Context: an optimization exercise on an open-source flow, tuned for small area, a short achievable clock period and few clock cycles. The choices shown serve that exercise and are no tape-out recipe.
At most, simulation tests tie the RTL to the original design; equivalence was not proved.
The RTL of runs 1, 2, 4 and 5 was laid out without a check of its function.
Power and IR drop assume default switching activity.

$ cat flow/config.mk
export PLATFORM = sky130hd
export DESIGN_NAME = hlfc_tx
export DESIGN_NICKNAME = hlfc_tx
export VERILOG_FILES = /design/flow/design.v
export SDC_FILE = /design/flow/constraint.sdc
export NUM_CORES = 4
export LEC_CHECK = 0
export CAP_MARGIN = 20
export CORE_MARGIN = 2
export CORE_UTILIZATION = 60
export CTS_BUF_LIST = sky130_fd_sc_hd__clkbuf_8
export SLEW_MARGIN = 20
$ cat flow/constraint.sdc
create_clock -name core_clock -period 12.0 [get_ports {clk}]
set_input_delay 2.4000 -clock core_clock [delete_from_list [all_inputs] [get_ports {clk}]]
set_output_delay 2.4000 -clock core_clock [all_outputs]
set_load 0.01 [all_outputs]
$ cat flow/design.v
module hlfc_tx (
    input  wire        clk,
    input  wire        rst,
    input  wire        cmd_valid,
    output wire        cmd_ready,
    input  wire        cmd_write,
    input  wire [7:0]  cmd_unit,
    input  wire [3:0]  cmd_area,
    input  wire [7:0]  cmd_bank,
    input  wire [15:0] cmd_begin,
    input  wire [15:0] cmd_count,
    output wire        sts_valid,
    output wire [7:0]  sts_code,
    input  wire        wd_valid,
    output wire        wd_ready,
    input  wire [15:0] wd_data,
    output wire        tx_valid,
    input  wire        tx_ready,
    output wire [7:0]  tx_data,
    output wire        tx_last
);
    localparam [4:0] S_IDLE = 5'b000_00;
    localparam [4:0] S_AT   = 5'b000_01;    
    localparam [4:0] S_ATC  = 5'b100_01;    
    localparam [4:0] S_U1   = 5'b000_10;
    localparam [4:0] S_U0   = 5'b000_11;
    localparam [4:0] S_RW   = 5'b001_00;
    localparam [4:0] S_LET  = 5'b001_01;
    localparam [4:0] S_BK1  = 5'b001_10;
    localparam [4:0] S_BK0  = 5'b001_11;
    localparam [2:0] G_BG   = 3'b010;    
    localparam [2:0] G_DAT  = 3'b110;    
    localparam [2:0] G_CT   = 3'b011;    
    localparam [4:0] S_F1   = 5'b101_00;
    localparam [4:0] S_F0   = 5'b101_01;
    localparam [4:0] S_STAR = 5'b101_10;
    localparam [4:0] S_CR   = 5'b101_11;
    function [3:0] hexlo;
        input [3:0] x;
        hexlo = ({4{x == 4'd1}} & 4'd1)
            | ({4{x == 4'd2}} & 4'd2)
            | ({4{x == 4'd3}} & 4'd3)
            | ({4{x == 4'd4}} & 4'd4)
            | ({4{x == 4'd5}} & 4'd5)
            | ({4{x == 4'd6}} & 4'd6)
            | ({4{x == 4'd7}} & 4'd7)
            | ({4{x == 4'd8}} & 4'd8)
            | ({4{x == 4'd9}} & 4'd9)
            | ({4{x == 4'd10}} & 4'd1)
            | ({4{x == 4'd11}} & 4'd2)
            | ({4{x == 4'd12}} & 4'd3)
            | ({4{x == 4'd13}} & 4'd4)
            | ({4{x == 4'd14}} & 4'd5)
            | ({4{x == 4'd15}} & 4'd6);
    endfunction
    function [3:0] add3;
        input [3:0] d;
        input en;
        reg f;
        begin
            f = en & (d[3] | (d[2] & (d[1] | d[0])));
            add3[3] = f | d[3];
            add3[2] = f ? (d[3] & d[0]) : d[2];
            add3[1] = f ? (d[1] & d[0]) | (d[3] & ~d[0]) : d[1];
            add3[0] = f ? ~d[0] : d[0];
        end
    endfunction
    function begin_over;
        input [2:0] a;
        input [15:0] x;
        case (a)
            3'd0: begin_over = (x[15:13] != 3'd0) | (x[12] & x[11]);
            3'd1: begin_over = (x[15:8] != 8'd0) | (x[7] & x[6] & (x[5] | x[4] | x[3]));
            3'd2: begin_over = (x[15:9] != 7'd0);
            3'd6: begin_over = (x[15:10] != 6'd0) | (x[9] & x[8] & x[7] & x[6]);
            3'd5, 3'd7:
                  begin_over = (x[15:14] != 2'd0) |
                               (x[13] & (x[12] | x[11] | (x[10] & x[9] & x[8] & (x[7:4] != 4'd0))));
            default: begin_over = (x[15:12] != 4'd0);
        endcase
    endfunction
    function count_bad;
        input [2:0] a;
        input [15:0] x;
        case (a)
            3'd0: count_bad = (x[15:13] != 3'd0) | (x[12] & x[11] & (x[10:0] != 11'd0));
            3'd1: count_bad = (x[15:8] != 8'd0) | (x[7] & x[6] & (x[5] | x[4] | (x[3] & (x[2:0] != 3'd0))));
            3'd2: count_bad = (x[15:10] != 6'd0) | (x[9] & (x[8:0] != 9'd0));
            3'd6: count_bad = (x[15:10] != 6'd0) | (x[9] & x[8] & x[7] & x[6] & (x[5:0] != 6'd0));
            3'd5, 3'd7:
                  count_bad = (x[15:14] != 2'd0) |
                              (x[13] & (x[12] | x[11] | (x[10] & x[9] & x[8] & (x[7:4] != 4'd0))));
            default: count_bad = (x[15:12] != 4'd0) | (x[11] & (x[10:0] != 11'd0));
        endcase
        count_bad = count_bad | (x == 16'd0);
    endfunction
    function [6:0] letter;
        input [2:0] x;
        letter = ({7{x == 3'd0}} & 7'd82)
            | ({7{x == 3'd1}} & 7'd76)
            | ({7{x == 3'd2}} & 7'd72)
            | ({7{x == 3'd3}} & 7'd67)
            | ({7{x == 3'd4}} & 7'd71)
            | ({7{x == 3'd5}} & 7'd68)
            | ({7{x == 3'd6}} & 7'd74)
            | ({7{x == 3'd7}} & 7'd69);
    endfunction
    function [5:0] unit_bcd;
        input [4:0] x;
        unit_bcd = ({6{x == 5'd1}} & 6'd1)
            | ({6{x == 5'd2}} & 6'd2)
            | ({6{x == 5'd3}} & 6'd3)
            | ({6{x == 5'd4}} & 6'd4)
            | ({6{x == 5'd5}} & 6'd5)
            | ({6{x == 5'd6}} & 6'd6)
            | ({6{x == 5'd7}} & 6'd7)
            | ({6{x == 5'd8}} & 6'd8)
            | ({6{x == 5'd9}} & 6'd9)
            | ({6{x == 5'd10}} & 6'd16)
            | ({6{x == 5'd11}} & 6'd17)
            | ({6{x == 5'd12}} & 6'd18)
            | ({6{x == 5'd13}} & 6'd19)
            | ({6{x == 5'd14}} & 6'd20)
            | ({6{x == 5'd15}} & 6'd21)
            | ({6{x == 5'd16}} & 6'd22)
            | ({6{x == 5'd17}} & 6'd23)
            | ({6{x == 5'd18}} & 6'd24)
            | ({6{x == 5'd19}} & 6'd25)
            | ({6{x == 5'd20}} & 6'd32)
            | ({6{x == 5'd21}} & 6'd33)
            | ({6{x == 5'd22}} & 6'd34)
            | ({6{x == 5'd23}} & 6'd35)
            | ({6{x == 5'd24}} & 6'd36)
            | ({6{x == 5'd25}} & 6'd37)
            | ({6{x == 5'd26}} & 6'd38)
            | ({6{x == 5'd27}} & 6'd39)
            | ({6{x == 5'd28}} & 6'd40)
            | ({6{x == 5'd29}} & 6'd41)
            | ({6{x == 5'd30}} & 6'd48)
            | ({6{x == 5'd31}} & 6'd49);
    endfunction
    reg        tx_v;
    reg [6:0]  tx_d;
    reg [7:0]  fcs;
    reg [4:0]  st;
    reg        last;
    reg [4:0]  fw;              
    reg        c_write;
    reg [2:0]  c_area;
    reg [3:0]  c_bank;
    reg [4:0]  c_unit;
    reg [15:0] bg;              
    reg [15:0] ct;              
    reg [3:0]  pn;              
    reg        wfull;
    reg        wrdy;
    reg        wtaken;
    reg [3:0]  scnt;            
    reg        bad, unk;
    reg        crdy;
    assign cmd_ready = crdy;
    assign sts_valid = crdy;
    assign sts_code  = {3'b000, unk | bad, 3'b000, unk};
    assign wd_ready  = wrdy;
    assign tx_valid  = tx_v;
    assign tx_data   = {1'b0, tx_d};
    assign tx_last   = ~(tx_d[6] | tx_d[5]);    
    wire s_idle = (scnt == 4'd0);
    wire s_done = (scnt == 4'd15);
    wire s_run  = !s_idle && !s_done;
    wire s_top  = (scnt == 4'd10);
    wire s_last = (scnt == 4'd1);
    reg bb, cb;
    reg [3:0] scnt_dec;
    always @(*) begin
        case (scnt)
            4'd10: begin bb = cmd_begin[9]; cb = cmd_count[9]; scnt_dec = 4'd9; end
            4'd9:  begin bb = cmd_begin[8]; cb = cmd_count[8]; scnt_dec = 4'd8; end
            4'd8:  begin bb = cmd_begin[7]; cb = cmd_count[7]; scnt_dec = 4'd7; end
            4'd7:  begin bb = cmd_begin[6]; cb = cmd_count[6]; scnt_dec = 4'd6; end
            4'd6:  begin bb = cmd_begin[5]; cb = cmd_count[5]; scnt_dec = 4'd5; end
            4'd5:  begin bb = cmd_begin[4]; cb = cmd_count[4]; scnt_dec = 4'd4; end
            4'd4:  begin bb = cmd_begin[3]; cb = cmd_count[3]; scnt_dec = 4'd3; end
            4'd3:  begin bb = cmd_begin[2]; cb = cmd_count[2]; scnt_dec = 4'd2; end
            4'd2:  begin bb = cmd_begin[1]; cb = cmd_count[1]; scnt_dec = 4'd1; end
            default: begin bb = cmd_begin[0]; cb = cmd_count[0]; scnt_dec = 4'd15; end
        endcase
    end
    wire chk = (scnt == 4'd10) ? begin_over(c_area, cmd_begin) :
               (scnt == 4'd9)  ? count_bad(c_area, cmd_count) : 1'b0;
    wire rejected = unk | bad;
    wire take     = crdy;
    wire [4:0] stc = st;
    wire tx_free = ~tx_v | tx_ready;
    wire [5:0] ubcd = unit_bcd(c_unit);
    wire [7:0] fcs_x = fcs ^ {1'b0, tx_d};
    wire cap_hit = (fw == 5'd1);    
    wire more = (ct != 16'd0);           
    wire freeq = (st == S_IDLE) ||
                 (last && ((st == {G_CT, 2'd3}) || (st == {G_DAT, 2'd3}) || (st[4:2] == 3'b101)));
    wire [1:0] ix = st[1:0];
    wire g_hdr0 = (st[4:2] == 3'b000);
    wire g_hdr1 = (st[4:2] == 3'b001);
    wire g_bgd  = (st[3:2] == 2'b10);           
    wire g_ct   = (st[4:2] == G_CT);
    wire g_dat  = (st[4:2] == G_DAT);
    wire g_bg   = (st[4:2] == G_BG);
    wire g_f    = (st[4:2] == 3'b101);
    wire g_dig  = g_bgd | g_ct;
    wire [3:0] nib =
          ({4{g_bgd & ix == 2'd0}} & bg[15:12])
        | ({4{g_bgd & ix == 2'd1}} & bg[11:8])
        | ({4{g_bgd & ix == 2'd2}} & bg[7:4])
        | ({4{g_ct  & ix == 2'd0}} & ct[15:12])
        | ({4{g_ct  & ix == 2'd1}} & ct[11:8])
        | ({4{g_ct  & ix == 2'd2}} & ct[7:4])
        | ({4{g_dig & ix == 2'd3}} & pn)
        | ({4{g_hdr0 & ix == 2'd2}} & {2'b00, ubcd[5:4]})
        | ({4{g_hdr0 & ix == 2'd3}} & ubcd[3:0])
        | ({4{g_hdr1 & ix == 2'd3}} & c_bank)
        | ({4{g_f & ix == 2'd0}} & fcs_x[7:4])
        | ({4{g_f & ix == 2'd1}} & fcs[3:0]);
    wire isnib = g_dig | (g_hdr0 & ix[1]) | (g_hdr1 & ix[1]) | (g_f & ~ix[1]);
    wire [6:0] cbyte =
          ({7{g_hdr0 | (st == S_ATC)}} & 7'h40)
        | ({7{g_hdr1 & ~ix[0]}} & (c_write ? 7'h57 : 7'h52))
        | ({7{g_hdr1 &  ix[0]}} & letter(c_area))
        | ({7{g_f & ~ix[0]}} & 7'h2A)
        | ({7{g_f &  ix[0]}} & 7'h0D);
    wire have = !(st == S_IDLE) && !(g_dat && ix == 2'd0 && !wfull);
    wire fz = (st == S_AT) | (st == S_ATC);
    wire fx = !g_hdr0 & !(g_f & (ix != 2'd0)) | (st == S_U1) | (st == S_U0);
    reg [4:0] nst;
    always @(*) begin
        nst = {st[4:2], ix[1] ^ ix[0], ~ix[0]};
        case (st)
            S_AT:  nst = S_U1;
            S_ATC: nst = {G_DAT, 2'd0};
            S_U0:  nst = S_RW;
            S_LET: nst = (c_area == 3'd7) ? S_BK1 : {G_BG, 2'd0};
            S_BK0: nst = {G_BG, 2'd0};
            S_F0:  nst = last ? S_STAR : S_CR;
            S_CR:  nst = last ? S_IDLE : S_ATC;
            default: ;
        endcase
        if (g_bg && ix == 2'd3) nst = c_write ? {G_DAT, 2'd0} : {G_CT, 2'd0};
        if (g_ct && ix == 2'd3) nst = S_F1;
        if (g_dat && ix == 2'd3 && !(last || cap_hit)) nst = {G_DAT, 2'd0};
        if (g_dat && ix == 2'd3 && (last || cap_hit)) nst = S_F1;
    end
    wire nib_af = nib[3] & (nib[2] | nib[1]);
    wire [6:0] nb = isnib ? {nib_af, ~nib_af, ~nib_af, hexlo(nib)} : cbyte;
    wire adv = tx_free & have;
    wire in_bgct = (stc[4:2] == G_BG) || (stc[4:2] == G_CT) || (stc[4:2] == G_DAT);
    wire at2  = in_bgct && (stc[1:0] == 2'd2);           
    wire at3  = (stc[4:2] == G_DAT) && (stc[1:0] == 2'd3);
    wire is_cr = (stc == S_CR);
    wire idle_next = adv ? (is_cr && last) : (stc == S_IDLE);
    wire wd_fire = wd_valid & wrdy;
    wire ready_pt = s_last | (s_done & ~crdy);
    wire go = ready_pt & ~rejected & idle_next;
    always @(posedge clk) begin
        if (rst) begin
            st    <= S_IDLE;
            tx_v  <= 1'b0;
            wfull <= 1'b0;
            wrdy  <= 1'b0;
            wtaken <= 1'b0;
            scnt  <= 4'd0;
            crdy  <= 1'b0;
        end else begin
            if (tx_free)
                tx_v <= have;
            if (adv) begin
                tx_d <= nb;
                st   <= nst;
                if (fz) fcs <= 8'h00;
                else if (fx) fcs <= fcs_x;
                if (stc == S_AT) fw <= 5'd9;
                if (stc == S_ATC) fw <= 5'd2;
                if (at3) fw <= {fw[3:0], fw[4] ^ fw[2]};
                if (at2) begin
                    pn <= (stc[4:2] == G_CT) ? ct[3:0] : bg[3:0];
                    if (stc[4:2] == G_DAT) last <= !more;
                end
            end
            if (go) begin
                st    <= S_AT;
                last  <= ~c_write;
            end
            if (wrdy)
                bg <= wd_data;
            wtaken <= wd_fire;
            if (wtaken)
                ct <= {2'b00, ct[13:0] - 14'd1};
            if (wd_fire) begin
                wfull <= 1'b1;
                wrdy  <= 1'b0;
            end else if (adv && at2 && stc[4:2] != G_CT) begin
                wfull <= 1'b0;
                wrdy  <= (stc[4:2] == G_BG) ? c_write : more;
            end
            crdy <= 1'b0;
            if (take) begin
                scnt  <= 4'd0;
            end else if (s_idle) begin
                if (cmd_valid && freeq)
                    scnt <= 4'd10;
                if (freeq) begin
                    c_write <= cmd_write;
                    c_area  <= cmd_area[2:0];
                    c_bank  <= cmd_bank[3:0];
                    c_unit  <= cmd_unit[4:0];
                    unk     <= cmd_area[3];
                    bad     <= (cmd_unit[7:5] != 3'd0) || (cmd_begin[15:14] != 2'd0) ||
                               (cmd_count[15:14] != 2'd0) ||
                               (cmd_area[2:0] == 3'd7 && (cmd_bank[7:4] != 4'd0 ||
                                (cmd_bank[3] && cmd_bank[2] && (cmd_bank[1] || cmd_bank[0]))));
                    bg      <= {12'd0, cmd_begin[13:10]};
                    ct      <= {12'd0, cmd_count[13:10]};
                end
            end else if (s_run) begin
                bg <= {bg[14:12], add3(bg[11:8], 1'b1), add3(bg[7:4], 1'b1), add3(bg[3:0], 1'b1), bb};
                ct <= {ct[14:12], add3(ct[11:8], ~c_write), add3(ct[7:4], ~c_write),
                       add3(ct[3:0], ~c_write), cb};
                bad <= bad | chk;
                if (s_last) scnt <= 4'd15;
                else scnt <= scnt_dec;
            end
            if (!take && ready_pt)
                crdy <= rejected || idle_next;
        end
    end
endmodule
$ cat flow/flow/run.sh
#!/bin/bash
# Own layout flow: the standard ORFS flow (standard.sh), with two changes to how
# the layout is made:
#  - the port buffers that ORFS inserts on every input and output are buf_2 cells
#    instead of the default choice (a slow delay buffer);
#  - repair_timing (floorplan, CTS and global-route stages) works towards a setup
#    slack margin, so it sizes up the gates of paths that are far slower than they
#    need to be.
# The clock period, the SDC, synthesis, floorplan, power grid and tap cells are the
# standard flow's. Every tool's output goes to a log in this folder (and ORFS keeps
# its own per-step logs under orfs/logs).
set -euo pipefail
export BUFFER_PORTS_ARGS="-buffer_cell sky130_fd_sc_hd__buf_2"
export SETUP_SLACK_MARGIN="${OWN_SETUP_MARGIN:-8.4}"
bash standard.sh > standard_flow.log 2>&1
$ cat flow/standard.sh
#!/bin/bash
# synth_recipe.tcl (not shown) runs the flow's synth.tcl, then flattens the netlist and writes it again
# the make line also repeats each setting of config.mk as NAME=value (left out here)
make -C /OpenROAD-flow-scripts/flow DESIGN_CONFIG=/design/flow/config.mk WORK_HOME=/design/flow/orfs CLKGATE_MAP_FILE= SYNTH_SCRIPT=/design/flow/synth_recipe.tcl "${@:-finish}"
==> impl_metrics.py, run 1 <==
metrics = {
    "sta": {
        "rsz0062_at_grt": "true",
        "finalSetupViolations": 0,
        "fmax_mhz": 256,
        "worst_pin_slew_ps": 867,
        "layout_min_cycle_time_ps": 3910,
        "slew_violations": 0,
        "layout_worst_path_cycle_share_pct": 32.6,
        "slew_headroom_pct": 41.8,
        "finClkSkew_ps": 9.09,
        "finalSetupTns_ps": 0,
        "finalHoldWorstSlack_ps": 495,
        "hold_violations": 0,
    },
    "drt": {
        "vias": 5954,
        "vias_per_cell": 6.65,
        "drc_errors": 0,
        "postRouteAntennaNets": 0,
        "routedWlPerCell_um": 19.6,
        "dr.pass1.iters": 6,
        "drt-initial-drc-count": 647,
        "routed_wl_mm": 17.6,
    },
    "logic_synthesis": {
        "synthTopCellsByArea": "edfxtp_1 35%, dfxtp_1 4.6%, a21oi_1 4.4%, mux2i_1 3.8%, o21ai_0 3.6%",
        "synth_area_mm2": 0.00612,
        "async_flop_share_pct": 0,
        "synth-seq-cells": 85,
        "ys_seq_area_share_pct": 39.4,
        "syn_inst": 700,
        "ys_warn_count": 1,
        "ys_types": 80,
        "synth_top_area_share_pct": 34.8,
        "synth-edff-count": 71,
        "yosys.area.top_type": "edfxtp_1",
        "yosysMostFrequentCell": "edfxtp_1",
        "synth.avg_cell_area_um2": 8.75,
        "synth_ff_type": "edfxtp_1",
        "synthTopCellsByCount": "71 x edfxtp_1, 56 x nand2_1, 54 x a21oi_1",
    },
    "finish": {
        "layout-drive-gt1-share_pct": 20.6,
        "fin_util_pct": 70.8,
        "nNetsFinal": 838,
        "syn2layout_area_growth_pct": 13.6,
        "final_cells": 896,
        "fillCellCount": 818,
        "n_antenna_cell": 0,
    },
    "critical_path": {
        "required_ps": 12130,
        "regToRegEndpoint": "c_bank[0]",
        "r2r_slack_ps": 8620,
        "critical_path_arrival_ps": 4040,
        "criticalPathCategory": "input pin to register",
        "r2r_start": "st[0]",
        "crit_fanout": 3,
        "startpoint_type": "input pin",
        "worstSetupEndpointType": "register",
        "reg2regPathDepth": 5,
    },
    "placed_design": {
        "hpwlAfterDp_mm": 12.6,
        "dp_cells": 869,
        "port_buffers": 87,
        "globalplace.congestion": 1.02,
    },
    "cts": {
        "cts_buffer_depth": 2,
        "htree_levels": 3,
        "cts_made_buffers": 9,
        "root_buffer": "clkbuf_8",
        "clk_latency_ps": 370,
        "cts.sink_count": 85,
        "cts_tree": "built",
        "ctsHoldBuffers": 0,
        "cts.clk_slew.worst_paths_ps": 90,
    },
    "grt": {
        "antenna_found_initial": 0,
        "grt_usage_pct": 31.6,
        "grt_pass1_vias": 5499,
        "grt_pass1_wl_mm": 27.9,
        "grt_max_degree": 26,
        "grt_overflow_total": 0,
    },
    "die": {
        "die_w_um": 105,
        "die_area_mm2": 0.0110,
        "rows": 36,
        "floorplan.die.height_um": 105,
        "core_mm2": 0.00982,
        "initial_core_util_pct": 62.3,
        "num_io_pins": 95,
    },
    "pwr": {
        "power_density_mw_per_mm2": 232,
        "power.leakage_nw": 2.50,
        "ir_worst_vdd_mv": 0.0929,
    },
    "worst_hold_path": {
        "hp-start": "wfull",
        "hp-class": "register to register",
        "whs_path_depth": 2,
        "hold_end": "wfull",
    },
    "job": {
        "cap_violations": 0,
    },
    "status": {
        "outcome": "no timing/DRC/antenna violations",
    },
}
-- what timing repair did --
action,4_1_cts,5_1_grt
buffers inserted,4,6
pin swaps,11,8
resized for setup,12,10
setup endpoints to repair,28,25
cloned,1,0
-- power breakdown --
| part | switching [W] | internal [W] | total [W] | leakage, nW |
|---|---|---|---|---|
| sequential | 0.000160 | 0.000471 | 0.000631 | 0.786 |
| combinational | 0.000451 | 0.000319 | 0.000770 | 1.61 |
| clock | 0.000112 | 0.0000973 | 0.000210 | 0.100 |
| total | 0.000723 | 0.000887 | 0.00161 | 2.50 |
-- cells by family (layout without fill, tap and decap cells) --
| family | Yosys count | after routing | share of synthesized area (%) |
|---|---|---|---|
| xor+xnor | 29 | 29 | 4.15 |
| mux | 26 | 26 | 4.31 |
| buf+inv | 89 | 146 | 6.29 |
| simple gates | 246 | 246 | 21.2 |
| flops | 85 | 85 | 39.4 |
| fa+ha+maj | 7 | 7 | 1.39 |
| other cells | 1 | 7 | 0.0613 |
| compound gates | 217 | 217 | 23.2 |
-- registers in the layout (all words and copies together), names as in the netlist, 3 cells and up --
register,count
bg,16
ct,16
fcs,7
tx_d,7
c_unit,5
fw,5
st,5
c_bank,4
pn,4
scnt,4
c_area,3
-- through the flow --
stage / setup WS, ps / power, W / instance area [um2]
2_1_floorplan: 7900 / 0.00115 / 6210
3_3_place_gp: 7610 / 0.00133 / 6560
3_5_place_dp: 7540 / 0.00135 / 6560
4_1_cts: 8140 / 0.00157 / 6860
5_1_grt: 8010 / 0.00172 / 6950
6_report: 8090 / 0.00161 / 6950
-- layer usage --
metal	GRT usage [%]	part of all wire, %	vias up
met5	0	0	-
li1	-	-	2727
met3	4.62	11	42
met2	52.2	47	398
met1	43.5	40	2787
met4	8.57	1.8	0
-- worst max-delay path by stage --
stage | cells past startpoint | slack [ps] | endpoint | startpoint
finish | 8 | 8090 | bad | cmd_count[1]
global route | 8 | 8010 | bad | cmd_count[1]
CTS | 8 | 8140 | bad | cmd_count[14]
detailed placement | 8 | 7540 | bad | cmd_count[1]
global placement | 8 | 7610 | bad | cmd_count[1]
floorplan | 7 | 7900 | bad | cmd_count[13]
-- worst max-delay path: stages --
cell       delay [ps]
buf_2             140
nor4_4            320
a2111oi_0         180
nor3_1            250
a21oi_1           130
nor4b_2           260
nor3_1             90
a311o_1           260
-- area by class of cell --
class / count / area [um2] / share of cell area, %
Clock buffer: 9 / 124 / 1.78
Clock inverter: 7 / 73.8 / 1.06
Inverter: 29 / 113 / 1.62
Multi-Input combinational cell: 532 / 3500 / 50.4
Sequential cell: 85 / 2410 / 34.7
Tap cell: 133 / 166 / 2.39
Timing Repair Buffer: 100 / 552 / 7.94
Timing Repair inverter: 1 / 7.51 / 0.108
-- cells in the final DEF, fill, tap and decap left out, types with 7 or more instances in the layout --
| master | instances |
|---|---|
| edfxtp_1 | 71 |
| nor4_1 | 8 |
| and2_1 | 7 |
| nor3_1 | 21 |
| inv_1 | 25 |
| xor2_1 | 9 |
| buf_2 | 84 |
| a21oi_1 | 53 |
| nand4_1 | 8 |
| o211ai_1 | 7 |
| mux2i_1 | 23 |
| o21ai_0 | 43 |
| nand3_1 | 18 |
| nor2b_1 | 12 |
| xnor2_1 | 20 |
| buf_4 | 13 |
| nand2b_1 | 10 |
| a22oi_1 | 9 |
| dfxtp_1 | 13 |
| and3_1 | 9 |
| conb_1 | 7 |
| clkbuf_8 | 9 |
| nand2_1 | 56 |
| o22ai_1 | 27 |
| a31oi_1 | 9 |
| nor2_1 | 50 |
==> run 2, diff against run 1 <==
--- a/flow/design.v
+++ b/flow/design.v
@@ -93,5 +93,4 @@
             default: count_bad = (x[15:12] != 4'd0) | (x[11] & (x[10:0] != 11'd0));
         endcase
-        count_bad = count_bad | (x == 16'd0);
     endfunction
     function [6:0] letter;
@@ -188,5 +187,6 @@
     end
     wire chk = (scnt == 4'd10) ? begin_over(c_area, cmd_begin) :
-               (scnt == 4'd9)  ? count_bad(c_area, cmd_count) : 1'b0;
+               (scnt == 4'd9)  ? count_bad(c_area, cmd_count) :
+               (scnt == 4'd8)  ? (cmd_count == 16'd0) : 1'b0;
     wire rejected = unk | bad;
     wire take     = crdy;
@@ -258,5 +258,6 @@
     wire idle_next = adv ? (is_cr && last) : (stc == S_IDLE);
     wire wd_fire = wd_valid & wrdy;
-    wire ready_pt = s_last | (s_done & ~crdy);
+    wire ready_pt = ((scnt == 4'd2) | s_last | s_done) & ~crdy;
+    wire free_now = freeq | (adv & ((stc == {G_CT, 2'd2}) | ((stc == {G_DAT, 2'd2}) & !more)));
     wire go = ready_pt & ~rejected & idle_next;
     always @(posedge clk) begin
@@ -302,7 +303,5 @@
             end
             crdy <= 1'b0;
-            if (take) begin
-                scnt  <= 4'd0;
-            end else if (s_idle) begin
+            if (s_idle) begin
                 if (cmd_valid && freeq)
                     scnt <= 4'd10;
@@ -328,5 +327,7 @@
                 else scnt <= scnt_dec;
             end
-            if (!take && ready_pt)
+            if (take)
+                scnt <= 4'd0;
+            if (ready_pt)
                 crdy <= rejected || idle_next;
         end
--- a/flow/config.mk
+++ b/flow/config.mk
@@ -8,5 +8,5 @@
 export CAP_MARGIN = 20
 export CORE_MARGIN = 2
-export CORE_UTILIZATION = 60
+export CORE_UTILIZATION = 50
 export CTS_BUF_LIST = sky130_fd_sc_hd__clkbuf_8
 export SLEW_MARGIN = 20
==> impl_metrics.py, run 2 <==
metrics = {
    "status": {
        "outcome": "no timing/DRC/antenna violations",
    },
    "drt": {
        "vias": 5656,
        "postRouteAntennaNets": 0,
        "dr.pass1.iters": 6,
        "vias_per_cell": 6.38,
        "drt-initial-drc-count": 512,
        "drc_errors": 0,
        "routed_wl_mm": 17.8,
        "routedWlPerCell_um": 20.1,
    },
    "sta": {
        "finClkSkew_ps": 16.4,
        "finalSetupViolations": 0,
        "finalSetupTns_ps": 0,
        "slew_violations": 0,
        "fmax_mhz": 249,
        "layout_worst_path_cycle_share_pct": 33.5,
        "rsz0062_at_grt": "true",
        "layout_min_cycle_time_ps": 4020,
        "slew_headroom_pct": 30.5,
        "worst_pin_slew_ps": 1040,
        "hold_violations": 0,
    },
    "critical_path": {
        "critical_path_arrival_ps": 4160,
        "startpoint_type": "input pin",
        "worstSetupEndpointType": "register",
        "criticalPathCategory": "input pin to register",
        "crit_fanout": 3,
        "r2r_slack_ps": 8580,
        "required_ps": 12130,
    },
    "finish": {
        "layout-drive-gt1-share_pct": 20.2,
        "n_antenna_cell": 0,
        "nNetsFinal": 814,
        "mostFrequentLayoutCell": "buf_2",
        "multi_input_area_mm2": 0.00342,
        "syn2layout_area_growth_pct": 13.1,
        "final_area_mm2": 0.00680,
        "reg_top3": "bg: 16 flops, ct: 16 flops",
        "layout_common_cells": "86 x buf_2, 71 x edfxtp_1, 58 x a21oi_1",
        "seq_area_mm2": 0.00241,
        "fillCellCount": 1087,
    },
    "pwr": {
        "switchingPower_w": 0.000625,
        "clkPwrFrac_pct": 14.1,
        "power_switching_share_pct": 43.8,
        "power.leakage_nw": 2.40,
        "seq_power_share_pct": 41.4,
        "ir_worst_vdd_mv": 0.175,
        "combPwrFrac_pct": 44.5,
        "intPower_w": 0.000804,
        "power_density_mw_per_mm2": 210,
    },
    "cts": {
        "cts.sink_count": 85,
        "cts_buffer_depth": 2,
        "root_buffer": "clkbuf_8",
        "cts_made_buffers": 9,
        "cts.clk_slew.worst_paths_ps": 80,
        "cts_tree": "built",
        "htree_levels": 3,
        "clk_latency_ps": 390,
    },
    "logic_synthesis": {
        "yosys.area.top_type": "edfxtp_1",
        "synth.avg_cell_area_um2": 8.93,
        "ys_types": 78,
        "synth_area_mm2": 0.00601,
        "synthTopCellsByArea": "edfxtp_1 35%, a21oi_1 4.9%, dfxtp_1 4.7%, o21ai_0 3.7%, mux2i_1 3.5%",
        "async_flop_share_pct": 0,
        "syn_inst": 673,
        "synth-edff-count": 71,
        "yosysMostFrequentCell": "edfxtp_1",
        "ys_seq_area_share_pct": 40.1,
        "synth-seq-cells": 85,
        "synthTopCellsByCount": "71 x edfxtp_1, 59 x a21oi_1, 56 x nand2_1",
        "synth_top_area_share_pct": 35.5,
        "ys_warn_count": 1,
        "synth_ff_type": "edfxtp_1",
    },
    "grt": {
        "grt_usage_pct": 27.8,
        "grt_pass1_vias": 5324,
        "antenna_found_initial": 0,
        "grt_max_degree": 32,
        "grt_overflow_total": 0,
        "grt_pass1_wl_mm": 28.0,
    },
    "placed_design": {
        "hpwlAfterDp_mm": 12.9,
        "placed_cell_area_mm2": 0.00650,
        "port_buffers": 87,
        "globalplace.congestion": 0.934,
    },
    "worst_hold_path": {
        "hp-class": "register to register",
    },
    "die": {
        "die_w_um": 114,
        "die_area_mm2": 0.0129,
        "initial_core_util_pct": 50.7,
        "rows": 40,
        "num_io_pins": 95,
        "floorplan.die.height_um": 114,
        "core_mm2": 0.0119,
    },
    "job": {
        "cap_violations": 0,
    },
}
-- run 2: changes by cell type after synthesis, sizes merged, moves of 5 or more --
cell,change
and3,-6
nor3,-10
buf,-8
inv,-5
nor4,-6
a211oi,+5
o22ai,-7
nand4,-5
-- run 2: area by class of cell --
| cell class | instances | share of cell area, % |
|---|---|---|
| multi-input cells | 520 | 50.3 |
| repair inverters | 1 | 0.110 |
| repair buffers | 95 | 7.38 |
| well taps | 147 | 2.71 |
| clock inverters | 7 | 0.902 |
| clock buffers | 9 | 1.82 |
| flip-flops and latches | 85 | 35.5 |
| inverters | 22 | 1.27 |
-- run 2: cell families after synthesis --
family                   synth area share [%]
multiplexers                             4.62
adder cells (fa/ha/maj)                  1.58
buffers and inverters                    5.52
AO/OA/AOI/OAI                            24.6
other                                  0.0624
XOR/XNOR                                 4.08
flip-flops                               40.1
AND/OR/NAND/NOR                          19.4
-- run 2: final timing paths --
path,from,end,cells past startpoint
worst min-delay path,wfull,wfull,2
worst min register to register,wfull,wfull,2
worst max register to register,st[4],bg[1],7
worst max-delay path,cmd_count[13],bad,7
-- run 2: timing repair --
action	CTS	global route
cloned	1	0
hold buffers	0	0
resized for setup	5	12
pin swaps	4	3
setup buffers	3	0
endpoints found under the setup margin	3	23
-- run 2: critical path, cell delays in order --
cell and delay [ps]:
buf_2 120, or3_4 390, or4_4 430, or3_4 350, o21ai_2 130, nor4b_4 220
o22ai_1 110
-- run 2: per-stage QoR --
stage | worst slack [ps] | power, W | cells | hold slack (ps) | utilization, %
floorplan | 7780 | 0.00101 | 679 | 442 | -
global placement | 7580 | 0.00119 | 866 | 456 | 54.8
detailed placement | 7510 | 0.00121 | 866 | 466 | 54.8
CTS | 8030 | 0.00142 | 886 | 478 | 56.8
global route | 7920 | 0.00152 | 886 | 502 | 57.3
finish | 7980 | 0.00143 | 886 | 477 | 57.3
-- run 2: power by group through the flow --
stage / registers (W) / logic [W] / clock network, W
final: 0.000591 / 0.000636 / 0.000202
after detailed placement: 0.000595 / 0.000615 / 0
after CTS: 0.000588 / 0.000623 / 0.000205
after floorplan: 0.000507 / 0.000501 / 0
after global placement: 0.000588 / 0.000600 / 0
after global routing: 0.000608 / 0.000698 / 0.000215
-- run 2: layer usage --
metal	routed length [um]	vias up	global-route usage, %
li1	-	2662	-
met1	7640	2702	37.5
met2	8450	256	45.0
met3	1130	36	3.77
met4	555	0	12.5
met5	0	-	0
==> run 3, diff against run 2 <==
--- a/flow/design.v
+++ b/flow/design.v
@@ -93,4 +93,5 @@
             default: count_bad = (x[15:12] != 4'd0) | (x[11] & (x[10:0] != 11'd0));
         endcase
+        count_bad = count_bad | (x == 16'd0);
     endfunction
     function [6:0] letter;
@@ -187,6 +188,5 @@
     end
     wire chk = (scnt == 4'd10) ? begin_over(c_area, cmd_begin) :
-               (scnt == 4'd9)  ? count_bad(c_area, cmd_count) :
-               (scnt == 4'd8)  ? (cmd_count == 16'd0) : 1'b0;
+               (scnt == 4'd9)  ? count_bad(c_area, cmd_count) : 1'b0;
     wire rejected = unk | bad;
     wire take     = crdy;
--- a/flow/config.mk
+++ b/flow/config.mk
@@ -8,5 +8,4 @@
 export CAP_MARGIN = 20
 export CORE_MARGIN = 2
-export CORE_UTILIZATION = 50
-export CTS_BUF_LIST = sky130_fd_sc_hd__clkbuf_8
+export CORE_UTILIZATION = 40
 export SLEW_MARGIN = 20
==> impl_metrics.py, run 3 <==
metrics = {
    "logic_synthesis": {
        "yosysMostFrequentCell": "edfxtp_1",
        "synthTopCellsByArea": "edfxtp_1 35%, dfxtp_1 4.7%, a21oi_1 4.5%, mux2i_1 4.5%, nor2_1 3.6%",
        "async_flop_share_pct": 0,
        "synth_area_mm2": 0.00602,
        "ys_seq_area_share_pct": 40.1,
        "ys_types": 76,
        "ys_warn_count": 1,
        "synth.avg_cell_area_um2": 8.95,
        "synth-seq-cells": 85,
        "synth_top_area_share_pct": 35.4,
        "synthTopCellsByCount": "71 x edfxtp_1, 57 x nor2_1, 54 x a21oi_1",
        "synth-edff-count": 71,
        "synth_ff_type": "edfxtp_1",
        "yosys.area.top_type": "edfxtp_1",
        "syn_inst": 673,
    },
    "critical_path": {
        "r2r_start": "st[0]",
        "worstSetupEndpointType": "register",
        "worstPathCellList": "buf_2, or4_1, a41o_1, a221oi_2, a31oi_1, o32ai_1, o21ai_1",
        "slowest_delay_ps": 510,
        "required_ps": 12100,
        "startpoint_type": "input pin",
        "regToRegEndpoint": "tx_d[6]",
        "crit_fanout": 3,
        "reg2regPathDepth": 9,
        "r2r_slack_ps": 8620,
        "cpMaxStageDelayCell": "or4_1",
        "criticalPathCategory": "input pin to register",
        "critical_path_arrival_ps": 3890,
    },
    "sta": {
        "fmax_mhz": 264,
        "hold_violations": 0,
        "rsz0062_at_grt": "true",
        "finalSetupTns_ps": 0,
        "finClkSkew_ps": 7.30,
        "slew_headroom_pct": 29.6,
        "slew_violations": 0,
        "layout_worst_path_cycle_share_pct": 31.6,
        "fin_ws_ps": 8210,
        "finalSetupViolations": 0,
        "layout_min_cycle_time_ps": 3790,
        "worst_pin_slew_ps": 1050,
    },
    "grt": {
        "grt_overflow_total": 0,
        "grt_pass1_vias": 5393,
        "grt_max_degree": 33,
        "grt_pass1_wl_mm": 28.2,
        "antenna_found_initial": 1,
        "grt_usage_pct": 22.2,
    },
    "die": {
        "floorplan.die.height_um": 127,
        "initial_core_util_pct": 41.1,
        "core_mm2": 0.0146,
        "die_w_um": 127,
        "die_area_mm2": 0.0161,
        "num_io_pins": 95,
        "rows": 44,
    },
    "cts": {
        "root_buffer": "clkbuf_16",
        "cts_tree": "built",
        "ctsHoldBuffers": 0,
        "cts.clk_slew.worst_paths_ps": 70,
        "cts.sink_count": 85,
        "cts_buffer_depth": 2,
        "clk_latency_ps": 350,
        "htree_levels": 3,
        "cts_made_buffers": 9,
    },
    "pwr": {
        "ir_worst_vdd_mv": 0.0977,
        "power.leakage_nw": 2.42,
        "power_density_mw_per_mm2": 209,
    },
    "status": {
        "outcome": "no timing/DRC/antenna violations",
    },
    "placed_design": {
        "preCtsSetupSlack_ps": 7770,
        "port_buffers": 87,
        "hpwlAfterDp_mm": 12.8,
        "globalplace.congestion": 0.969,
    },
    "worst_hold_path": {
        "hp-class": "register to register",
        "whs_path_depth": 2,
        "hold_end": "wfull",
        "hp-start": "wfull",
    },
    "finish": {
        "mostFrequentLayoutCell": "buf_2",
        "multi_input_area_mm2": 0.00334,
        "n_antenna_cell": 0,
        "syn2layout_area_growth_pct": 13.8,
        "nNetsFinal": 808,
        "seq_area_mm2": 0.00241,
        "fillCellCount": 1431,
        "reg_top3": "bg: 16 flops, ct: 16 flops",
        "layout-drive-gt1-share_pct": 18.1,
        "fin_util_pct": 46.8,
        "layout_common_cells": "86 x buf_2, 71 x edfxtp_1, 57 x nor2_1",
    },
    "drt": {
        "routedWlPerCell_um": 19.4,
        "dr.pass1.iters": 7,
        "routed_wl_mm": 17.8,
        "vias_per_cell": 6.09,
        "postRouteAntennaNets": 0,
        "vias": 5587,
        "drt-initial-drc-count": 567,
        "drc_errors": 0,
    },
    "job": {
        "cap_violations": 0,
    },
}
-- run 3: cell families after synthesis --
family / after synthesis / synth area share, %
multiplexers: 31 / 5.24
buffers and inverters: 77 / 5.53
other: 1 / 0.0623
flip-flops: 85 / 40.1
XOR/XNOR: 29 / 4.22
AND/OR/NAND/NOR: 238 / 20.8
AO/OA/AOI/OAI: 204 / 22.5
adder cells (fa/ha/maj): 8 / 1.58
-- run 3: metrics by stage --
step           total power, W  hold WS, ps  std cells  instance area (um2)
6_report              0.00144          482        917                 6860
5_1_grt               0.00153          498        917                 6860
2_1_floorplan        0.000980          447        679                 6090
3_5_place_dp          0.00114          467        897                 6510
3_3_place_gp          0.00113          466        897                 6510
4_1_cts               0.00143          478        915                 6820
-- run 3: per-layer routing --
metal	vias up	global-route usage (%)	part of all wire, %
li1	2633	-	-
met1	2657	29.1	43
met2	256	35.5	47
met3	41	4.22	6.9
met4	0	10.5	3.5
met5	-	0	0
-- run 3: critical path: cells and delay by family --
family / cells / cell delay [ps]
AO/OA/AOI/OAI: 5 / 860
AND/OR/NAND/NOR: 1 / 510
buffers and inverters: 1 / 110
-- run 3: report_power, final --
part           internal, W  switching [W]  total, W  leakage [nW]
combinational     0.000241       0.000315  0.000555          1.49
sequential        0.000447       0.000153  0.000599         0.789
clock             0.000160       0.000121  0.000281         0.137
total             0.000847       0.000588   0.00144          2.42
-- run 3: area by class of cell --
type / instances / area share (%)
clock buffer: 11 / 3.39
tap: 184 / 3.36
inverter: 20 / 1.15
timing repair buffer: 94 / 7.39
multi-input combinational: 517 / 48.7
clock inverter: 5 / 0.748
timing repair inverter: 1 / 0.110
sequential: 85 / 35.2
-- run 3: worst max path at each step --
stage / from / endpoint / slack [ps] / cells after the start
final: cmd_begin[4] / bad / 8210 / 7
after global routing: cmd_begin[4] / bad / 8090 / 7
after CTS: cmd_begin[4] / bad / 8240 / 7
after detailed placement: rst / c_area[2] / 7770 / 3
after global placement: rst / c_unit[1] / 7790 / 3
after floorplan: cmd_begin[4] / bad / 8010 / 6
-- run 3: repair_timing --
action	4_1_cts	5_1_grt
cloned	1	0
setup endpoints to repair	27	31
resized for setup	1	6
pin swaps	1	1
buffers inserted	1	2
Testbench counts of run 3, summed over its fixed seeds: cycles 67,426.
==> run 4, diff against run 3 <==
--- a/flow/design.v
+++ b/flow/design.v
@@ -66,32 +66,51 @@
         end
     endfunction
-    function begin_over;
+    function begin_hi;       
         input [2:0] a;
         input [15:0] x;
         case (a)
-            3'd0: begin_over = (x[15:13] != 3'd0) | (x[12] & x[11]);
-            3'd1: begin_over = (x[15:8] != 8'd0) | (x[7] & x[6] & (x[5] | x[4] | x[3]));
-            3'd2: begin_over = (x[15:9] != 7'd0);
-            3'd6: begin_over = (x[15:10] != 6'd0) | (x[9] & x[8] & x[7] & x[6]);
-            3'd5, 3'd7:
-                  begin_over = (x[15:14] != 2'd0) |
-                               (x[13] & (x[12] | x[11] | (x[10] & x[9] & x[8] & (x[7:4] != 4'd0))));
-            default: begin_over = (x[15:12] != 4'd0);
+            3'd0: begin_hi = (x[15:13] != 3'd0);
+            3'd1: begin_hi = (x[15:8] != 8'd0);
+            3'd2: begin_hi = (x[15:9] != 7'd0);
+            3'd6: begin_hi = (x[15:10] != 6'd0);
+            3'd5, 3'd7: begin_hi = (x[15:14] != 2'd0);
+            default: begin_hi = (x[15:12] != 4'd0);
         endcase
     endfunction
-    function count_bad;
+    function begin_lo;       
         input [2:0] a;
         input [15:0] x;
         case (a)
-            3'd0: count_bad = (x[15:13] != 3'd0) | (x[12] & x[11] & (x[10:0] != 11'd0));
-            3'd1: count_bad = (x[15:8] != 8'd0) | (x[7] & x[6] & (x[5] | x[4] | (x[3] & (x[2:0] != 3'd0))));
-            3'd2: count_bad = (x[15:10] != 6'd0) | (x[9] & (x[8:0] != 9'd0));
-            3'd6: count_bad = (x[15:10] != 6'd0) | (x[9] & x[8] & x[7] & x[6] & (x[5:0] != 6'd0));
-            3'd5, 3'd7:
-                  count_bad = (x[15:14] != 2'd0) |
-                              (x[13] & (x[12] | x[11] | (x[10] & x[9] & x[8] & (x[7:4] != 4'd0))));
-            default: count_bad = (x[15:12] != 4'd0) | (x[11] & (x[10:0] != 11'd0));
+            3'd0: begin_lo = x[12] & x[11];                           
+            3'd1: begin_lo = x[7] & x[6] & (x[5] | x[4] | x[3]);       
+            3'd6: begin_lo = x[9] & x[8] & x[7] & x[6];               
+            3'd5, 3'd7: begin_lo = x[13] & (x[12] | x[11] |
+                                   (x[10] & x[9] & x[8] & (x[7:4] != 4'd0)));    
+            default: begin_lo = 1'b0;                                 
+        endcase
+    endfunction
+    function count_hi;       
+        input [2:0] a;
+        input [15:0] x;
+        case (a)
+            3'd0: count_hi = (x[15:13] != 3'd0);
+            3'd1: count_hi = (x[15:8] != 8'd0);
+            3'd2, 3'd6: count_hi = (x[15:10] != 6'd0);
+            3'd5, 3'd7: count_hi = (x[15:14] != 2'd0);
+            default: count_hi = (x[15:12] != 4'd0);
+        endcase
+    endfunction
+    function count_lo;       
+        input [2:0] a;
+        input [15:0] x;
+        case (a)
+            3'd0: count_lo = x[12] & x[11] & (x[10:0] != 11'd0);                  
+            3'd1: count_lo = x[7] & x[6] & (x[5] | x[4] | (x[3] & (x[2:0] != 3'd0)));   
+            3'd2: count_lo = x[9] & (x[8:0] != 9'd0);                            
+            3'd6: count_lo = x[9] & x[8] & x[7] & x[6] & (x[5:0] != 6'd0);        
+            3'd5, 3'd7: count_lo = x[13] & (x[12] | x[11] |
+                                   (x[10] & x[9] & x[8] & (x[7:4] != 4'd0)));    
+            default: count_lo = x[11] & (x[10:0] != 11'd0);                      
         endcase
-        count_bad = count_bad | (x == 16'd0);
     endfunction
     function [6:0] letter;
@@ -146,14 +165,9 @@
     reg        last;
     reg [4:0]  fw;              
-    reg        c_write;
-    reg [2:0]  c_area;
-    reg [3:0]  c_bank;
-    reg [4:0]  c_unit;
     reg [15:0] bg;              
     reg [15:0] ct;              
     reg [3:0]  pn;              
-    reg        wfull;
+    reg        wfull;           
     reg        wrdy;
-    reg        wtaken;
     reg [3:0]  scnt;            
     reg        bad, unk;
@@ -187,14 +201,19 @@
         endcase
     end
-    wire chk = (scnt == 4'd10) ? begin_over(c_area, cmd_begin) :
-               (scnt == 4'd9)  ? count_bad(c_area, cmd_count) : 1'b0;
+    wire chk = (scnt == 4'd10) ? begin_hi(cmd_area[2:0], cmd_begin) :
+               (scnt == 4'd9)  ? begin_lo(cmd_area[2:0], cmd_begin) :
+               (scnt == 4'd8)  ? count_hi(cmd_area[2:0], cmd_count) :
+               (scnt == 4'd7)  ? count_lo(cmd_area[2:0], cmd_count) :
+               (scnt == 4'd6)  ? (cmd_count == 16'd0) : 1'b0;
     wire rejected = unk | bad;
+    wire [2:0] h_area = {wfull, bad, unk};
     wire take     = crdy;
     wire [4:0] stc = st;
     wire tx_free = ~tx_v | tx_ready;
-    wire [5:0] ubcd = unit_bcd(c_unit);
+    wire [5:0] ubcd = unit_bcd(fw);
+    wire wr = ~last;                      
     wire [7:0] fcs_x = fcs ^ {1'b0, tx_d};
     wire cap_hit = (fw == 5'd1);    
-    wire more = (ct != 16'd0);           
+    wire more = (ct[13:0] != 14'd1);
     wire freeq = (st == S_IDLE) ||
                  (last && ((st == {G_CT, 2'd3}) || (st == {G_DAT, 2'd3}) || (st[4:2] == 3'b101)));
@@ -215,8 +234,7 @@
         | ({4{g_ct  & ix == 2'd1}} & ct[11:8])
         | ({4{g_ct  & ix == 2'd2}} & ct[7:4])
-        | ({4{g_dig & ix == 2'd3}} & pn)
+        | ({4{(g_dig | g_hdr1) & ix == 2'd3}} & pn)
         | ({4{g_hdr0 & ix == 2'd2}} & {2'b00, ubcd[5:4]})
         | ({4{g_hdr0 & ix == 2'd3}} & ubcd[3:0])
-        | ({4{g_hdr1 & ix == 2'd3}} & c_bank)
         | ({4{g_f & ix == 2'd0}} & fcs_x[7:4])
         | ({4{g_f & ix == 2'd1}} & fcs[3:0]);
@@ -224,6 +242,6 @@
     wire [6:0] cbyte =
           ({7{g_hdr0 | (st == S_ATC)}} & 7'h40)
-        | ({7{g_hdr1 & ~ix[0]}} & (c_write ? 7'h57 : 7'h52))
-        | ({7{g_hdr1 &  ix[0]}} & letter(c_area))
+        | ({7{g_hdr1 & ~ix[0]}} & (wr ? 7'h57 : 7'h52))
+        | ({7{g_hdr1 &  ix[0]}} & letter(h_area))
         | ({7{g_f & ~ix[0]}} & 7'h2A)
         | ({7{g_f &  ix[0]}} & 7'h0D);
@@ -238,5 +256,5 @@
             S_ATC: nst = {G_DAT, 2'd0};
             S_U0:  nst = S_RW;
-            S_LET: nst = (c_area == 3'd7) ? S_BK1 : {G_BG, 2'd0};
+            S_LET: nst = (h_area == 3'd7) ? S_BK1 : {G_BG, 2'd0};
             S_BK0: nst = {G_BG, 2'd0};
             S_F0:  nst = last ? S_STAR : S_CR;
@@ -244,5 +262,5 @@
             default: ;
         endcase
-        if (g_bg && ix == 2'd3) nst = c_write ? {G_DAT, 2'd0} : {G_CT, 2'd0};
+        if (g_bg && ix == 2'd3) nst = wr ? {G_DAT, 2'd0} : {G_CT, 2'd0};
         if (g_ct && ix == 2'd3) nst = S_F1;
         if (g_dat && ix == 2'd3 && !(last || cap_hit)) nst = {G_DAT, 2'd0};
@@ -259,5 +277,4 @@
     wire wd_fire = wd_valid & wrdy;
     wire ready_pt = ((scnt == 4'd2) | s_last | s_done) & ~crdy;
-    wire free_now = freeq | (adv & ((stc == {G_CT, 2'd2}) | ((stc == {G_DAT, 2'd2}) & !more)));
     wire go = ready_pt & ~rejected & idle_next;
     always @(posedge clk) begin
@@ -267,5 +284,4 @@
             wfull <= 1'b0;
             wrdy  <= 1'b0;
-            wtaken <= 1'b0;
             scnt  <= 4'd0;
             crdy  <= 1'b0;
@@ -278,21 +294,23 @@
                 if (fz) fcs <= 8'h00;
                 else if (fx) fcs <= fcs_x;
-                if (stc == S_AT) fw <= 5'd9;
+                if (stc == S_RW) fw <= 5'd9;
                 if (stc == S_ATC) fw <= 5'd2;
                 if (at3) fw <= {fw[3:0], fw[4] ^ fw[2]};
                 if (at2) begin
                     pn <= (stc[4:2] == G_CT) ? ct[3:0] : bg[3:0];
-                    if (stc[4:2] == G_DAT) last <= !more;
+                    if (stc[4:2] == G_DAT) begin
+                        last <= !more;
+                        ct   <= {2'b00, ct[13:0] - 14'd1};
+                    end
                 end
             end
             if (go) begin
                 st    <= S_AT;
-                last  <= ~c_write;
+                last  <= ~cmd_write;
+                fw    <= cmd_unit[4:0];
+                pn    <= cmd_bank[3:0];
             end
             if (wrdy)
                 bg <= wd_data;
-            wtaken <= wd_fire;
-            if (wtaken)
-                ct <= {2'b00, ct[13:0] - 14'd1};
             if (wd_fire) begin
                 wfull <= 1'b1;
@@ -300,5 +318,5 @@
             end else if (adv && at2 && stc[4:2] != G_CT) begin
                 wfull <= 1'b0;
-                wrdy  <= (stc[4:2] == G_BG) ? c_write : more;
+                wrdy  <= (stc[4:2] == G_BG) ? wr : more;
             end
             crdy <= 1'b0;
@@ -307,8 +325,4 @@
                     scnt <= 4'd10;
                 if (freeq) begin
-                    c_write <= cmd_write;
-                    c_area  <= cmd_area[2:0];
-                    c_bank  <= cmd_bank[3:0];
-                    c_unit  <= cmd_unit[4:0];
                     unk     <= cmd_area[3];
                     bad     <= (cmd_unit[7:5] != 3'd0) || (cmd_begin[15:14] != 2'd0) ||
@@ -321,12 +335,14 @@
             end else if (s_run) begin
                 bg <= {bg[14:12], add3(bg[11:8], 1'b1), add3(bg[7:4], 1'b1), add3(bg[3:0], 1'b1), bb};
-                ct <= {ct[14:12], add3(ct[11:8], ~c_write), add3(ct[7:4], ~c_write),
-                       add3(ct[3:0], ~c_write), cb};
+                ct <= {ct[14:12], add3(ct[11:8], ~cmd_write), add3(ct[7:4], ~cmd_write),
+                       add3(ct[3:0], ~cmd_write), cb};
                 bad <= bad | chk;
                 if (s_last) scnt <= 4'd15;
                 else scnt <= scnt_dec;
             end
-            if (take)
+            if (take) begin
                 scnt <= 4'd0;
+                {wfull, bad, unk} <= cmd_area[2:0];
+            end
             if (ready_pt)
                 crdy <= rejected || idle_next;
--- a/flow/config.mk
+++ b/flow/config.mk
@@ -8,4 +8,5 @@
 export CAP_MARGIN = 20
 export CORE_MARGIN = 2
-export CORE_UTILIZATION = 40
+export CORE_UTILIZATION = 50
+export CTS_BUF_LIST = sky130_fd_sc_hd__clkbuf_8
 export SLEW_MARGIN = 20
==> impl_metrics.py, run 4 <==
metrics = {
    "status": {
        "outcome": "no timing/DRC/antenna violations",
    },
    "sta": {
        "slew_headroom_pct": 29.7,
        "worst_pin_slew_ps": 1050,
        "finalSetupViolations": 0,
        "rsz0062_at_grt": "true",
        "finClkSkew_ps": 14.6,
        "fmax_mhz": 254,
        "slew_violations": 0,
        "hold_violations": 0,
        "layout_worst_path_cycle_share_pct": 32.9,
        "finalSetupTns_ps": 0,
        "layout_min_cycle_time_ps": 3940,
    },
    "logic_synthesis": {
        "ys_seq_area_share_pct": 33.0,
        "synth-edff-count": 58,
        "synthTopCellsByCount": "64 x nor2_1, 58 x edfxtp_1, 53 x a21oi_1",
        "synthTopCellsByArea": "edfxtp_1 29%, a21oi_1 4.4%, dfxtp_1 4.3%, nor2_1 4.0%, o21ai_0 3.9%",
        "synth-seq-cells": 71,
        "async_flop_share_pct": 0,
        "ys_types": 81,
        "yosys.area.top_type": "edfxtp_1",
        "synth_top_area_share_pct": 28.7,
        "synth_area_mm2": 0.00607,
        "ys_warn_count": 1,
        "syn_inst": 730,
        "synth.avg_cell_area_um2": 8.31,
        "synth_ff_type": "edfxtp_1",
        "yosysMostFrequentCell": "nor2_1",
    },
    "critical_path": {
        "critPathLaunch": "cmd_area[2]",
        "criticalPathCategory": "input pin to register",
        "r2r_slack_ps": 8770,
        "r2r_start": "scnt[2]",
        "required_ps": 12130,
        "critical_path_arrival_ps": 4070,
        "worstSetupEndpointType": "register",
        "crit_fanout": 12,
        "startpoint_type": "input pin",
    },
    "cts": {
        "cts_tree": "built",
        "cts_buffer_depth": 2,
        "cts_made_buffers": 9,
        "htree_levels": 3,
        "clk_latency_ps": 370,
        "cts.clk_slew.worst_paths_ps": 80,
        "cts.sink_count": 71,
        "ctsHoldBuffers": 0,
        "root_buffer": "clkbuf_8",
    },
    "die": {
        "die_w_um": 114,
        "initial_core_util_pct": 50.9,
        "rows": 40,
        "core_mm2": 0.0119,
        "floorplan.die.height_um": 114,
        "num_io_pins": 95,
        "die_area_mm2": 0.0130,
    },
    "grt": {
        "grt_usage_pct": 29.5,
        "grt_overflow_total": 0,
        "grt_pass1_vias": 5606,
        "grt_pass1_wl_mm": 30.1,
        "grt_max_degree": 36,
        "antenna_found_initial": 0,
    },
    "finish": {
        "syn2layout_area_growth_pct": 10.9,
        "n_antenna_cell": 0,
        "mostFrequentLayoutCell": "buf_2",
        "reg_top3": "bg: 16 flops, ct: 16 flops",
        "layout_common_cells": "85 x buf_2, 62 x nor2_1, 58 x edfxtp_1",
        "layout-drive-gt1-share_pct": 18.6,
        "fillCellCount": 1131,
        "fin_util_pct": 56.5,
        "nNetsFinal": 859,
    },
    "worst_hold_path": {
        "hp-class": "register to register",
        "hp-start": "st[1]",
    },
    "pwr": {
        "ir_worst_vdd_mv": 0.128,
        "power_density_mw_per_mm2": 219,
        "power.leakage_nw": 2.39,
        "power_w": 0.00147,
    },
    "drt": {
        "wl_met1_mm": 8.40,
        "routedWlPerCell_um": 20.4,
        "wl_met3_mm": 1.33,
        "postRouteAntennaNets": 0,
        "highest_layer": "met4",
        "drt-initial-drc-count": 468,
        "vias_per_cell": 6.50,
        "vias": 6045,
        "routed_wl_mm": 19.0,
        "drc_errors": 0,
        "dr.pass1.iters": 7,
        "wl_met2_mm": 8.77,
    },
    "job": {
        "cap_violations": 0,
    },
    "placed_design": {
        "hpwlAfterDp_mm": 13.7,
        "port_buffers": 87,
        "globalplace.congestion": 0.974,
    },
}
[run 4: cell count changes in the layout (fill, tap and decap cells not counted), sizes merged, moves of 5 or more]
cell	before	now
edfxtp	71	58
o21ai	39	49
a211oi	6	15
a22oi	14	6
o211ai	5	13
inv	19	26
nor2	57	64
nand3	17	23
nor4	5	11
xnor2	22	16
a22o	1	6
and3b	2	7
mux2i	27	22
[run 4: what timing repair did]
action,4_1_cts,5_1_grt
cloned,1,0
gates resized for setup,7,4
pin swaps,2,1
endpoints found under the setup margin,54,9
buffers inserted,5,0
[run 4: metrics by stage]
stage / std cells / hold WS, ps / area (um2) / setup WS (ps)
after floorplan: 736 / 481 / 6130 / 7890
after global placement: 908 / 528 / 6470 / 7690
after detailed placement: 908 / 517 / 6470 / 7660
after CTS: 930 / 527 / 6710 / 8070
after global routing: 930 / 582 / 6730 / 8010
final: 930 / 535 / 6730 / 8060
[run 4: cell type report]
class | count | area [um2] | share of cell area [%]
well taps | 147 | 184 | 2.73
multi-input cells | 573 | 3730 | 55.4
clock inverters | 7 | 58.8 | 0.874
clock buffers | 9 | 124 | 1.84
repair inverters | 1 | 7.51 | 0.112
inverters | 24 | 93.8 | 1.39
flip-flops and latches | 71 | 2000 | 29.8
repair buffers | 98 | 527 | 7.83
[run 4: cells by family (layout without fill, tap and decap cells)]
| logic type | count (synthesis) | after routing | share of synthesized area (%) |
|---|---|---|---|
| compound gates | 237 | 237 | 26.1 |
| simple gates | 271 | 271 | 24.3 |
| other cells | 1 | 7 | 0.0618 |
| fa+ha+maj | 8 | 8 | 1.61 |
| mux | 27 | 27 | 4.56 |
| xor+xnor | 23 | 23 | 3.32 |
| buf+inv | 92 | 139 | 7.01 |
| flops | 71 | 71 | 33.0 |
[run 4: final timing paths]
| kind | to | cells past startpoint |
|---|---|---|
| max | bad | 7 |
| min | st[1] | 2 |
| max reg2reg | ct[2] | 6 |
| min reg2reg | st[1] | 2 |
[run 4: routing by layer]
layer | global-route usage [%] | vias to the layer above
li1 | - | 2855
met1 | 41.6 | 2902
met2 | 46.2 | 247
met3 | 4.34 | 41
met4 | 11.0 | 0
met5 | 0 | -
[run 4: power breakdown]
| part | internal (W) | total (W) | switching (W) | leakage (nW) |
|---|---|---|---|---|
| combinational | 0.000301 | 0.000731 | 0.000431 | 1.62 |
| clock | 0.0000932 | 0.000192 | 0.0000984 | 0.103 |
| sequential | 0.000400 | 0.000549 | 0.000149 | 0.671 |
| total | 0.000794 | 0.00147 | 0.000678 | 2.39 |
[run 4: critical path, stage by stage]
cell and delay, ps:
buf_4 150, or4_1 510, a211o_1 270, nand4_1 90
a31oi_1 50, or3_1 360, o31a_1 240
==> run 5, diff against run 4 <==
==> flow/flow/run.sh (replaced) <==
#!/bin/bash
# Own layout flow: the standard ORFS flow (standard.sh), with these changes to
# how the layout is made:
#  - the port buffers that ORFS inserts on every input and output are buf_2 cells
#    instead of the default choice (a slow delay buffer);
#  - repair_timing (floorplan, CTS and global-route stages) works towards a setup
#    slack margin, so it sizes up the gates of paths that are far slower than they
#    need to be, and may size a cell to one with another footprint.
# The clock period, the SDC, synthesis, floorplan, power grid and tap cells are the
# standard flow's. Every tool's output goes to a log in this folder (and ORFS keeps
# its own per-step logs under orfs/logs).
set -euo pipefail
export BUFFER_PORTS_ARGS="-buffer_cell sky130_fd_sc_hd__buf_2"
export SETUP_SLACK_MARGIN="8.6"
bash standard.sh MATCH_CELL_FOOTPRINT=0 finish > standard_flow.log 2>&1
==> impl_metrics.py, run 5 <==
metrics = {
    "status": {
        "outcome": "no timing/DRC/antenna violations",
    },
    "sta": {
        "layout_worst_path_cycle_share_pct": 33.1,
        "finClkSkew_ps": 9.31,
        "rsz0062_at_grt": "true",
        "finalSetupTns_ps": 0,
        "slew_violations": 0,
        "finalSetupViolations": 0,
        "worst_pin_slew_ps": 1030,
        "hold_violations": 0,
        "slew_headroom_pct": 31.3,
        "fmax_mhz": 252,
        "layout_min_cycle_time_ps": 3970,
    },
    "pwr": {
        "power_w": 0.00154,
        "combPwrFrac_pct": 50.2,
        "seq_power_share_pct": 35.9,
        "switchingPower_w": 0.000701,
        "power_density_mw_per_mm2": 219,
        "clkPwrFrac_pct": 13.9,
        "intPower_w": 0.000836,
        "power.leakage_nw": 2.47,
        "ir_worst_vdd_mv": 0.121,
        "power_switching_share_pct": 45.6,
    },
    "drt": {
        "drt-initial-drc-count": 617,
        "postRouteAntennaNets": 0,
        "routed_wl_mm": 19.8,
        "drc_errors": 0,
        "wl_met1_mm": 8.60,
        "wl_met2_mm": 9.28,
        "routedWlPerCell_um": 20.9,
        "wl_met3_mm": 1.37,
        "highest_layer": "met4",
        "vias_per_cell": 6.54,
        "vias": 6181,
        "dr.pass1.iters": 5,
    },
    "finish": {
        "final_cells": 945,
        "mostFrequentLayoutCell": "buf_2",
        "reg_top3": "bg: 16 flops, ct: 16 flops",
        "nNetsFinal": 874,
        "fin_util_pct": 58.9,
        "fillCellCount": 1117,
        "syn2layout_area_growth_pct": 15.7,
        "layout-drive-gt1-share_pct": 22.1,
        "layout_common_cells": "82 x buf_2, 60 x nor2_1, 58 x edfxtp_1",
        "n_antenna_cell": 0,
    },
    "logic_synthesis": {
        "synthTopCellsByArea": "edfxtp_1 29%, a21oi_1 4.4%, dfxtp_1 4.3%, nor2_1 4.0%, o21ai_0 3.9%",
        "synth_area_mm2": 0.00607,
        "synth_top_family_by_area": "compound AO/OA/AOI/OAI gates",
        "synth.avg_cell_area_um2": 8.31,
        "synth_compound_area_share_pct": 26.1,
        "syn_inst": 730,
        "ys_types": 81,
        "synth-edff-count": 58,
        "synth-seq-cells": 71,
        "synth_xor_area_share_pct": 3.32,
        "ys_warn_count": 1,
        "synthTopCellsByCount": "64 x nor2_1, 58 x edfxtp_1, 53 x a21oi_1",
        "ys_seq_area_share_pct": 33.0,
        "yosys-mux-area-fraction_pct": 4.56,
        "synth_simple_gate_area_share_pct": 24.3,
        "synth_ff_type": "edfxtp_1",
        "async_flop_share_pct": 0,
        "yosysMostFrequentCell": "nor2_1",
        "yosys.area.top_type": "edfxtp_1",
        "synthAdderAreaFrac_pct": 1.61,
        "synth_top_area_share_pct": 28.7,
    },
    "grt": {
        "grt_max_degree": 36,
        "antenna_found_initial": 0,
        "grt_pass1_vias": 5707,
        "grt_usage_pct": 30.1,
        "grt_pass1_wl_mm": 30.5,
        "grt_overflow_total": 0,
    },
    "critical_path": {
        "startpoint_type": "input pin",
        "worstSetupEndpointType": "register",
        "crit_fanout": 12,
        "critical_path_arrival_ps": 4090,
        "required_ps": 12120,
        "criticalPathCategory": "input pin to register",
    },
    "cts": {
        "cts_buffer_depth": 2,
        "cts_made_buffers": 9,
        "cts.sink_count": 71,
        "cts.clk_slew.worst_paths_ps": 80,
        "root_buffer": "clkbuf_8",
        "clk_latency_ps": 370,
        "cts_tree": "built",
        "htree_levels": 3,
        "ctsHoldBuffers": 0,
    },
    "die": {
        "die_w_um": 114,
        "die_area_mm2": 0.0130,
        "rows": 40,
        "initial_core_util_pct": 50.9,
        "num_io_pins": 95,
        "core_mm2": 0.0119,
        "floorplan.die.height_um": 114,
    },
    "placed_design": {
        "port_buffers": 87,
        "globalplace.congestion": 0.970,
        "hpwlAfterDp_mm": 13.9,
        "dp_cells": 908,
    },
    "job": {
        "cap_violations": 0,
    },
    "worst_hold_path": {
        "hp-class": "register to register",
    },
}
## run 5: what timing repair did
item | CTS | global route
gates resized for setup | 18 | 8
cloned | 2 | 0
pin swaps | 4 | 3
setup buffers | 13 | 6
endpoints found under the setup margin | 60 | 46
endpoints found under the hold margin | 0 | 0
## run 5: final cells by class
cell class	instances	area (um2)	area share, %
repair inverters	1	7.51	0.107
clock buffers	9	124	1.77
flip-flops and latches	71	2000	28.6
repair buffers	113	704	10.0
well taps	147	184	2.62
clock inverters	7	87.6	1.25
multi-input cells	573	3810	54.3
inverters	24	93.8	1.34
## run 5: worst paths after layout
path                                  start     to  slack [ps]  cells after the start
worst max-delay path            cmd_area[2]    bad        8030                      7
worst min-delay path                  st[1]  st[1]         530                      2
worst min register to register        st[1]  st[1]         530                      2
worst max register to register        st[0]  ct[3]        8660                      7
## run 5: through the flow
step	cell area (um2)	setup slack, ps	hold WS (ps)
floorplan	6230	7890	481
global placement	6540	7690	519
detailed placement	6540	7640	521
CTS	6950	8050	532
global route	7020	7990	608
finish	7020	8030	531
## run 5: logic make-up after synthesis
family / Yosys count
AND/OR/NAND/NOR: 271
AO/OA/AOI/OAI: 237
buffers and inverters: 92
flip-flops: 71
multiplexers: 27
XOR/XNOR: 23
adder cells (fa/ha/maj): 8
other: 1
## run 5: per-layer routing
layer / global-route usage, % / vias up
li1: - / 2894
met1: 41.4 / 2985
met2: 47.8 / 261
met3: 5.35 / 41
met4: 10.7 / 0
met5: 0 / -
## run 5: worst max-delay path: stages
cell     delay (ps)
buf_4           150
or4_1           500
a211o_1         280
nand4_1          90
a31oi_1          50
or3_1           370
o31a_1          250
## run 5: power groups by stage
stage                     Sequential [W]  Combinational [W]  Clock [W]
after CTS                       0.000544           0.000755   0.000216
after global placement          0.000549           0.000706          0
after detailed placement        0.000551           0.000723          0
after global routing            0.000565           0.000849   0.000225
after floorplan                 0.000465           0.000597          0
final                           0.000552           0.000772   0.000213

[re-timing with driven ports]
In the flow no input, the clock included, has a driving cell. The finished layouts below were timed again as built, in two steps.
Step 1: set_driving_cell puts a clkbuf_16 on clk and a buf_2 on each other input, an assumption about the parent block.
Step 2, shift: input delay + t, output delay - t, t = (earliest + latest rising clock arrival at the registers) / 2. This alone moves slack from input paths to output paths.
a / b / c = ideal ports / drivers / drivers and shift; a / b = the first two.
run	shift t [ns]	setup slack, ns	latest minus earliest clock arrival (ns)	pins driven straight from the clock port
run 1	0.399	8.091 / 8.106 / 7.708	0.010 / 0.009	1
run 2	0.416	7.977 / 7.984 / 7.568	0.018 / 0.017	1
run 3	0.393	8.208 / 8.230 / 7.837	0.008 / 0.008	1
run 4	0.397	8.056 / 8.068 / 7.672	0.014 / 0.015	1
run 5	0.401	8.034 / 8.048 / 7.647	0.009 / 0.010	1
After both steps every run listed still meets setup and hold. The setup slack of run 2, which loses most, moves by +0.007 ns with the drivers and by -0.409 ns with both steps.
